From an optimization exercise on the open Yosys and OpenROAD flow, aimed at small area, a short achievable clock period and few clock cycles; shortcuts taken in it are not production practice. Only simulation tests tie the RTL to the original design; equivalence was not proved. No activity file was given, so power comes from the tool's default toggle rates.

== before ==
## dot_core
module dot_core (
    input  wire        clk,
    input  wire        rst,           
    input  wire        op_valid,
    output wire        op_ready,
    input  wire [4:0]  op,
    input  wire [7:0]  arg_x,         
    input  wire [7:0]  arg_y,         
    input  wire        arg_state,
    input  wire [7:0]  arg_width,
    input  wire [7:0]  arg_height,
    input  wire [7:0]  arg_rows,      
    input  wire [7:0]  arg_addr,
    input  wire [7:0]  arg_data,
    input  wire [15:0] arg_level,     
    input  wire [7:0]  arg_button,
    input  wire [15:0] arg_fps,
    output wire        done,
    output reg         refused,
    output wire [31:0] result,
    output wire [7:0]  spr_addr,
    input  wire [7:0]  spr_data,
    input  wire        in_left,
    input  wire        in_right,
    input  wire [31:0] now_ms,
    output reg         din,
    output reg         sclk,
    output reg         cs_n
);
Size: roughly 190 I/O pins.
export LEC_CHECK = 0
export ABC_AREA = 1
export CAP_MARGIN = 20
export CORE_MARGIN = 2
export CORE_UTILIZATION = 55
export CTS_BUF_LIST = sky130_fd_sc_hd__clkbuf_16
export CTS_CLUSTER_DIAMETER = 80
export CTS_CLUSTER_SIZE = 24
export PLACE_DENSITY = 0.7
export SLEW_MARGIN = 75
create_clock -name core_clock -period 30.0 [get_ports {clk}]
standard.sh (not shown) runs the stock make flow with config.mk's settings and CLKGATE_MAP_FILE= SYNTH_SCRIPT=/design/flow/synth_recipe.tcl, a recipe that flattens the netlist after the stock synthesis.
==> flow/flow/run.sh <==
#!/bin/bash
# The standard layout, with a plain buffer cell on every input and output
# port in place of the delay cell that buffer_ports picks by default.
set -euo pipefail
export BUFFER_PORTS_ARGS="-buffer_cell sky130_fd_sc_hd__buf_1"
bash standard.sh > standard.log 2>&1
Testbench counts of before, summed over its fixed seeds: cycles 110,563.
Edits applied to the flow inputs when going from before to after:
--- a/flow/design.v
+++ b/flow/design.v
@@ -145,20 +145,21 @@
     reg [1:0]  btn_q;         
     wire       btn_ok   = (arg_button[7:2] == 6'd0);
     wire       lvl_neg  = arg_level[15];
     wire       lvl_big  = |arg_level[14:4];
     wire [7:0] bright   = lvl_neg ? 8'h00 : lvl_big ? 8'h0F : {4'h0, arg_level[3:0]};
     wire       wide     = (|arg_width[7:4]) | (arg_width[3] & (|arg_width[2:0]));
     wire       spr_step;
     wire       div_step;
     wire       fps_big;
     wire [9:0] d_q;
+    wire [3:0] div_n0;
     wire [7:0] b_inc = b_q + 8'd1;
     wire [7:0] h_dec = height_q - 8'd1;
     always @(posedge clk) begin
         if (ready) begin
             op_q      <= op;
             state_q   <= (op[4] | op[3]) ? in_left : arg_state;
             a_q       <= op[3] ? (op[4] ? arg_fps[7:0]  : arg_addr)
                                : (op[4] ? now_ms[7:0]   : arg_x);
             b_q       <= op[3] ? (op[4] ? arg_fps[15:8] : (op[2] ? bright : arg_data))
                                : (op[4] ? now_ms[15:8]  : arg_y);
@@ -168,21 +169,21 @@
             res_hi_q  <= {op == OP_FRAMECOUNT,
                           op[4] & op[3] & !op[1] & op[0],
                           op[4] & op[3] & !op[2] & op[0],
                           op[4] & op[3] & !op[2] & !op[1] & op[0]};
             btn_q     <= {!(btn_ok & !arg_button[1]), arg_button[0]};
         end else if (spr_step) begin
             b_q      <= b_inc;
             height_q <= h_dec;
         end else if (div_step) begin
             {height_q, btn_q} <= fps_big ? 10'd0 : d_q;
-            width_q           <= wf_div ? width_q + 4'd1 : 4'd1;
+            width_q           <= wf_div ? width_q + 4'd1 : div_n0;
         end else if (wf_wait) begin
             a_q <= now_ms[7:0];
             b_q <= now_ms[15:8];
         end
     end
     reg one_cycle;       
     reg bad_op;
     always @(*) begin
         one_cycle = 1'b0;
         bad_op    = 1'b0;
@@ -296,22 +297,27 @@
     reg        fire_q;        
     assign fire_q_w = fire_q;
     wire [10:0] div_r = res_lo[10:0];
     wire [9:0]  div_q = {height_q, btn_q};
     wire [3:0]  div_n = width_q;
     wire [15:0] fps_full = {b_q, a_q};
     wire [9:0]  fps_lo   = fps_full[9:0];
     wire        fps_zero = (fps_full == 16'd0);
     assign      fps_big  = (|fps_full[15:10]) ||
                            ((&fps_full[9:5]) && (fps_full[4] || (fps_full[3] && (|fps_full[2:0]))));
-    wire [10:0] dr_in = wf_div ? div_r : 11'd0;
-    wire [9:0]  dq_in = wf_div ? div_q : 10'd1000;
+    wire        f_ge32 = |fps_lo[9:5];
+    wire        f_ge16 = fps_lo[4];
+    wire [10:0] dr_0   = f_ge32 ? 11'd31  : f_ge16 ? 11'd15  : 11'd0;
+    wire [9:0]  dq_0   = f_ge32 ? 10'd256 : f_ge16 ? 10'd640 : 10'd1000;
+    assign      div_n0 = f_ge32 ? 4'd6    : f_ge16 ? 4'd5    : 4'd1;
+    wire [10:0] dr_in = wf_div ? div_r : dr_0;
+    wire [9:0]  dq_in = wf_div ? div_q : dq_0;
     wire [10:0] d_t   = {dr_in[9:0], dq_in[9]};
     reg  [11:0] d_bw;
     reg  [10:0] d_diff;
     integer di;
     always @(*) begin
         d_bw[0] = 1'b0;
         for (di = 0; di < 11; di = di + 1) begin
             d_diff[di]  = d_t[di] ^ (di < 10 ? fps_lo[di] : 1'b0) ^ d_bw[di];
             d_bw[di+1]  = (!d_t[di] & ((di < 10 ? fps_lo[di] : 1'b0) | d_bw[di])) |
                           ((di < 10 ? fps_lo[di] : 1'b0) & d_bw[di]);
Compared with before, after supports a higher clock frequency.
On arithmetic-cell share of the synthesized area counting full adders, half adders and majority gates, after and before are neck and neck.
On after: share of power burned in combinational logic is 0.4 points lower than what before gave.
Re first-pass GRT wire length: after and before aren't equal, and the lower value belongs to after.
Between before and after, the initial core utilization figures differ only marginally.
The higher sequential portion of the cell area came out of after.
Taking before as the reference, in after fraction of the cycle the final worst path needs has remained practically unchanged, post-route minimum period has decreased, signed area change from the synthesized netlist to the final layout has decreased, power after layout has decreased.
In after, the pre-CTS worst setup slack came out 90 ps below the value in before.
Testbench counts of after, summed over its fixed seeds: cycles 109,762.

---

## v4
dot_core again, from the RTL that the note above started with.
==> flow/config.mk <==
export PLATFORM = sky130hd
export DESIGN_NAME = dot_core
export DESIGN_NICKNAME = dot_core
export VERILOG_FILES = /design/flow/design.v
export SDC_FILE = /design/flow/constraint.sdc
export NUM_CORES = 4
export LEC_CHECK = 0
export ABC_AREA = 1
export CAP_MARGIN = 20
export CORE_MARGIN = 2
export CORE_UTILIZATION = 60
export CTS_BUF_LIST = sky130_fd_sc_hd__clkbuf_16
export CTS_CLUSTER_DIAMETER = 80
export CTS_CLUSTER_SIZE = 30
export PLACE_DENSITY = 0.75
export SLEW_MARGIN = 60
==> flow/constraint.sdc <==
create_clock -name core_clock -period 30.0 [get_ports {clk}]
set_input_delay 6.0000 -clock core_clock [delete_from_list [all_inputs] [get_ports {clk}]]
set_output_delay 6.0000 -clock core_clock [all_outputs]
set_load 0.01 [all_outputs]
Scripts as last shown in full above: flow/flow/run.sh
Testbench counts of v4, summed over its fixed seeds: cycles 110,563.
> inputs changed (v4 -> v19)
--- a/flow/design.v
+++ b/flow/design.v
@@ -148,14 +148,15 @@
     wire       lvl_big  = |arg_level[14:4];
     wire [7:0] bright   = lvl_neg ? 8'h00 : lvl_big ? 8'h0F : {4'h0, arg_level[3:0]};
     wire       wide     = (|arg_width[7:4]) | (arg_width[3] & (|arg_width[2:0]));
     wire       spr_step;
     wire       div_step;
     wire       fps_big;
     wire [9:0] d_q;
+    wire [3:0] div_n0;
     wire [7:0] b_inc = b_q + 8'd1;
     wire [7:0] h_dec = height_q - 8'd1;
     always @(posedge clk) begin
         if (ready) begin
             op_q      <= op;
             state_q   <= (op[4] | op[3]) ? in_left : arg_state;
             a_q       <= op[3] ? (op[4] ? arg_fps[7:0]  : arg_addr)
@@ -171,15 +172,15 @@
                           op[4] & op[3] & !op[2] & !op[1] & op[0]};
             btn_q     <= {!(btn_ok & !arg_button[1]), arg_button[0]};
         end else if (spr_step) begin
             b_q      <= b_inc;
             height_q <= h_dec;
         end else if (div_step) begin
             {height_q, btn_q} <= fps_big ? 10'd0 : d_q;
-            width_q           <= wf_div ? width_q + 4'd1 : 4'd1;
+            width_q           <= wf_div ? width_q + 4'd1 : div_n0;
         end else if (wf_wait) begin
             a_q <= now_ms[7:0];
             b_q <= now_ms[15:8];
         end
     end
     reg one_cycle;       
     reg bad_op;
@@ -299,16 +300,21 @@
     wire [9:0]  div_q = {height_q, btn_q};
     wire [3:0]  div_n = width_q;
     wire [15:0] fps_full = {b_q, a_q};
     wire [9:0]  fps_lo   = fps_full[9:0];
     wire        fps_zero = (fps_full == 16'd0);
     assign      fps_big  = (|fps_full[15:10]) ||
                            ((&fps_full[9:5]) && (fps_full[4] || (fps_full[3] && (|fps_full[2:0]))));
-    wire [10:0] dr_in = wf_div ? div_r : 11'd0;
-    wire [9:0]  dq_in = wf_div ? div_q : 10'd1000;
+    wire        f_ge32 = |fps_lo[9:5];
+    wire        f_ge16 = fps_lo[4];
+    wire [10:0] dr_0   = f_ge32 ? 11'd31  : f_ge16 ? 11'd15  : 11'd0;
+    wire [9:0]  dq_0   = f_ge32 ? 10'd256 : f_ge16 ? 10'd640 : 10'd1000;
+    assign      div_n0 = f_ge32 ? 4'd6    : f_ge16 ? 4'd5    : 4'd1;
+    wire [10:0] dr_in = wf_div ? div_r : dr_0;
+    wire [9:0]  dq_in = wf_div ? div_q : dq_0;
     wire [10:0] d_t   = {dr_in[9:0], dq_in[9]};
     reg  [11:0] d_bw;
     reg  [10:0] d_diff;
     integer di;
     always @(*) begin
         d_bw[0] = 1'b0;
         for (di = 0; di < 11; di = di + 1) begin
### Flow results
v4 and v19 all finish clean. On clock share of power, v19 tracks v4 almost exactly. Slowest cell on the critical path: clkinv_1 -> v4, a21boi_0 -> v19. v19 vs v4, number of distinct library cells after synthesis went down by about 4.4%. v19: part of the total power dissipated in combinational logic lower than v4. Comparing v4 and v19, number of antenna cells inserted is higher on v19. Power dissipated by switching net loads delta (v19 − v4): favourable. Summary of v19 over v4: synthesis-to-finish area growth went down 0.17 points, core utilization went down, worst-case setup margin in the final layout now sits lower. v19 ended up with a lower number of instances in the synthesized netlist than v4 did. Total chip power went down by a few percent going from v4 to v19. v4 → v19: total non-filler cell area in the finished layout decreased 0.60%; net total in the final layout saw a decrease; sequential share of cell area now sits higher. Between v4 and v19, the flow reports cell count decreasing slightly.
Testbench counts of v19, summed over its fixed seeds: cycles 109,762.

==> afterwards: timing with drivers on the ports <==
The results above use ideal ports. As a check the final layouts listed here were re-extracted and re-timed, cells and wires unchanged.
Step 1, drivers: a clkbuf_16 drives clk and a buf_2 each remaining input, both assumed.
Step 2 adds t to the input delays and takes it off the output delays; t is the mean of the earliest and latest rising clock arrival at the registers after step 1. Input paths then give back, and output paths get back, about the clock's delay inside the block.
Slacks: no drivers / after step 1 / after step 2; pairs: no drivers / after step 1.
run | shift t [ns] | slack for setup (ns) | latest minus earliest clock arrival (ns) | pins driven straight from the clock port
before | 0.577 | 22.577 / 22.610 / 22.033 | 0.017 / 0.018 | 1
after | 0.574 | 22.606 / 22.637 / 22.063 | 0.024 / 0.024 | 1
v4 | 0.571 | 22.505 / 22.535 / 21.965 | 0.037 / 0.037 | 1
v19 | 0.565 | 22.450 / 22.487 / 21.922 | 0.020 / 0.020 | 1
After both steps setup and hold are still met in every run listed. For before, which loses most, drivers alone change the setup slack by +0.033 ns; drivers and shift together by -0.544 ns.
